Context: an optimization exercise on an open-source flow, tuned for small area, a short achievable clock period and few clock cycles. The choices shown serve that exercise and are no tape-out recipe. The RTL was checked by simulation tests, not by an equivalence proof against the original design. No activity file was given, so power comes from the tool's default toggle rates.

Setup of run a:
Design ieee488_engine, start of the top module:
module ieee488_engine (
    input  wire       clk,
    input  wire       rst,           
    input  wire [4:0] cfg_address,   
    input  wire       atn_in,
    input  wire       dav_in,
    input  wire       ndac_in,
    input  wire       nrfd_in,
    input  wire       eoi_in,
    input  wire       ifc_in,
    input  wire [7:0] data_in,
    output reg        dav_drv,
    output reg        eoi_drv,
    output reg        ndac_drv,
    output reg        nrfd_drv,
    output wire [7:0] data_out,
    output wire       data_talk,     
    output wire       ctrl_talk,     
    output wire       ext_req,
    output wire [3:0] ext_op,
    output wire [3:0] ext_sa,
    output wire [7:0] ext_wdata,
    input  wire       ext_ack,
    input  wire       ext_ok,
    input  wire [7:0] ext_rdata,
    input  wire       ext_last,
    input  wire       ext_eoi,
    output wire [5:0] cmd_len,
    input  wire [4:0] cmd_raddr,
    output wire [7:0] cmd_rdata
);
Size in the first run: ~860 cells after synthesis, ~83 I/O pins, ~14000 um^2 of cells after synthesis.
clock: 5.0 ns
lec_check: 0
cap_margin: 20
core_margin: 2
core_utilization: 40
setup_slack_margin: 1.5
slew_margin: 20
run.sh (not shown) runs the stock make flow with config.mk's settings and CLKGATE_MAP_FILE= SYNTH_SCRIPT=/design/flow/synth_recipe.tcl, a recipe that flattens the netlist after the stock synthesis.
Testbench counts of run a, summed over its fixed seeds: cycles 28,704.
Here is what was changed in the inputs of run b compared with run a.
Settings: ABC_CLOCK_PERIOD_IN_PS newly set to 1000.
Findings:
In terms of die area, run a and run b differ only marginally. Re post-layout minimum cycle time: no difference whatsoever between run b and run a. Post-route DRC violation count: run a vs run b identical. Compared run a against run b; routed wire length within noise. Reported for run a and run b, count of non-CTS buffers in the layout turned out identical to the last digit. Number of cells in the finished layout apart from fillers essentially unchanged between run a and run b. Taking run a as the reference, in run b finished layout cell area ~0 delta, worst setup slack neither gained nor lost much. Worst hold margin delta (run a -> run b): insignificant. Reported for run a and run b, number of cells on the worst reg-to-reg path turned out identical to the last digit.

========
## job 3323
Another version of the RTL of ieee488_engine (not shown whole).
Size in the first run: about 83 I/O pins, ~13000 um2 of cells after synthesis.
==> flow/config.mk <==
export PLATFORM = sky130hd
export DESIGN_NAME = ieee488_engine
export DESIGN_NICKNAME = ieee488_engine
export VERILOG_FILES = /design/flow/design.v
export SDC_FILE = /design/flow/constraint.sdc
export NUM_CORES = 4
export LEC_CHECK = 0
export CAP_MARGIN = 20
export CORE_MARGIN = 2
export CORE_UTILIZATION = 40
export CTS_BUF_LIST = sky130_fd_sc_hd__clkbuf_8
export CTS_CLUSTER_DIAMETER = 60
export CTS_CLUSTER_SIZE = 12
export SETUP_SLACK_MARGIN = 2.0
export SLEW_MARGIN = 20
export SYNTH_HIERARCHICAL = 1
export SYNTH_MINIMUM_KEEP_SIZE = 0
==> flow/constraint.sdc <==
create_clock -name core_clock -period 5.0 [get_ports {clk}]
set_input_delay 1.0000 -clock core_clock [delete_from_list [all_inputs] [get_ports {clk}]]
set_output_delay 1.0000 -clock core_clock [all_outputs]
set_load 0.01 [all_outputs]
standard.sh (not shown) runs the stock make flow with config.mk's settings and CLKGATE_MAP_FILE= SYNTH_SCRIPT=/design/flow/synth_recipe.tcl, a recipe that flattens the netlist after the stock synthesis.
==> flow/flow/run.sh <==
#!/bin/bash
# The standard layout (the standard.sh: ORFS synthesis to final layout),
# with the port buffers that global placement inserts on every input and
# output made from sky130_fd_sc_hd__buf_1 instead of the cell OpenROAD picks
# by itself; the resizer still upsizes the ones on critical paths.
set -euo pipefail
export BUFFER_PORTS_ARGS="-buffer_cell sky130_fd_sc_hd__buf_1"
bash standard.sh > standard.log 2>&1
Testbench counts of job 3323, summed over its fixed seeds: cycles 28,704.
Inputs modified between job 3323 and job 7327:
- PLACE_DENSITY newly set to 0.85
- CTS_CLUSTER_DIAMETER removed (was 60)
- CTS_BUF_LIST removed (was sky130_fd_sc_hd__clkbuf_8)
- CTS_CLUSTER_SIZE removed (was 12)
==> flow/flow/run.sh <==
#!/bin/bash
# The standard layout (the standard.sh: ORFS synthesis to final layout),
# with two changes to how the layout is made:
#  - the port buffers that global placement inserts on every input and output
#    are sky130_fd_sc_hd__buf_1 rather than the cell OpenROAD picks by itself
#    (the resizer still upsizes the ones on critical paths);
#  - clock tree synthesis builds the tree from clkbuf_4 with small sink
#    clusters and adds no dummy loads.
set -euo pipefail
export BUFFER_PORTS_ARGS="-buffer_cell sky130_fd_sc_hd__buf_1"
export CTS_ARGS="-sink_clustering_enable -repair_clock_nets -sink_clustering_size 10 -sink_clustering_max_diameter 50 -buf_list sky130_fd_sc_hd__clkbuf_4 -dont_use_dummy_load"
bash standard.sh > standard.log 2>&1
[summary]
- Minimum period implied by the final worst setup slack: job 7327 and job 3323 compared, lower one is job 7327
- Note that the final total power recorded for job 7327 amounts to 0.924 times the value seen in job 3323.
- Comparing job 7327 and job 3323, the lower largest net degree at the start of global routing is on job 3323.
- Job 7327 completed; timing, DRC and antenna clean
diff inputs: job 7327 => job 7473
- setting CTS_CLUSTER_DIAMETER to 60 for the first time
- removing PLACE_DENSITY (formerly 0.85)
- setting CTS_BUF_LIST to sky130_fd_sc_hd__clkbuf_8 for the first time
- setting CTS_CLUSTER_SIZE to 12 for the first time
==> flow/run.sh (new file) <==
#!/bin/bash
# synth_recipe.tcl (not shown) runs the flow's synth.tcl, then flattens the netlist and writes it again
# the make line also repeats each setting of config.mk as NAME=value (left out here)
make -C /OpenROAD-flow-scripts/flow DESIGN_CONFIG=/design/flow/config.mk WORK_HOME=/design/flow/orfs CLKGATE_MAP_FILE= SYNTH_SCRIPT=/design/flow/synth_recipe.tcl finish
removed: flow/flow/run.sh
removed: flow/standard.sh
- From job 7327 to job 7473 the numbers moved as follows: sequential element share of the synthesized area level; remaining global-route overflow flat; non-clock buffer count higher; quantity of gates resized following cts now larger.
- Job 7473 can be clocked faster than job 7327.
- Combinational share of power for job 7473 is lower than for job 7327.
- Changes observed in job 7473 relative to job 7327: HPWL reported at the end of detailed placement held; share of layout cells above drive strength 1 went down; setup slack shows an increase of 0.16 ns; final worst-path cycle share down 3.2 points.
#### Input delta (job 2480 over job 7473)
- changing CORE_UTILIZATION from 40 to 55
==> flow/flow/run.sh (new file) <==
#!/bin/bash
# The standard layout (the standard.sh: ORFS synthesis to final layout),
# with the port buffers that global placement inserts on every input and
# output made from sky130_fd_sc_hd__buf_1 instead of the cell OpenROAD picks
# by itself; the resizer still upsizes the ones on critical paths.
set -euo pipefail
export BUFFER_PORTS_ARGS="-buffer_cell sky130_fd_sc_hd__buf_1"
bash standard.sh > standard.log 2>&1
==> flow/standard.sh (new file) <==
#!/bin/bash
# synth_recipe.tcl (not shown) runs the flow's synth.tcl, then flattens the netlist and writes it again
# the make line also repeats each setting of config.mk as NAME=value (left out here)
make -C /OpenROAD-flow-scripts/flow DESIGN_CONFIG=/design/flow/config.mk WORK_HOME=/design/flow/orfs CLKGATE_MAP_FILE= SYNTH_SCRIPT=/design/flow/synth_recipe.tcl "${@:-finish}"
removed: flow/run.sh
## What came out
First element of the critical path = cmd_raddr[0]: job 7473; first element of the critical path = cmd_raddr[1]: job 2480
The sequential share of layout area reported for job 2480 is greater than that of job 7473 by 1.5 points.
Compared with job 7473, in job 2480 ratio of final minimum period to clock period increased by 3.9 points relative to the old numbers; cell count after placement went down by 128; area overhead of the layout relative to synthesis lower; utilization increased by 16 points relative to the old numbers; DRC violation total after the first TritonRoute iteration now smaller.
When job 2480 is set beside job 7473, its met3 layer usage reported by global route turns out to be 0.61 points larger.
Job 2480 vs. job 7473: power per cell area now larger, setup slack saw a decrease, total routed wirelength saw a decrease, worst vdd rail ir drop went up.

[re-timing with driven ports]
The flow's constraints put no driver on any port. The routed layouts listed below were extracted and timed again, unchanged, in two steps. Step 1 sets driving cells, clkbuf_16 on the clock port and buf_2 on the other inputs (assumed; they add their load-dependent delay and slew). Step 2, shift: input delay + t, output delay - t, t = (earliest + latest rising clock arrival at the registers) / 2. This alone moves slack from input paths to output paths. Slacks: ideal / step 1 / step 2; pairs: ideal / step 1.
run	t (ns)	setup slack, ns	clock arrival spread, ns
run a	0.548	1.168 / 0.991 / 0.991	0.015 / 0.015
run b	0.548	1.168 / 0.991 / 0.991	0.015 / 0.015
job 3323	0.584	1.511 / 1.463 / 1.463	0.034 / 0.034
job 7327	0.692	1.528 / 1.469 / 1.469	0.119 / 0.120
job 7473	0.639	1.688 / 1.565 / 1.503	0.034 / 0.034
job 2480	0.629	1.491 / 1.443 / 1.443	0.021 / 0.020
After both steps setup and hold are still met in every run listed. The setup slack of job 7473, which loses most, moves by -0.123 ns with the drivers and by -0.185 ns with both steps.
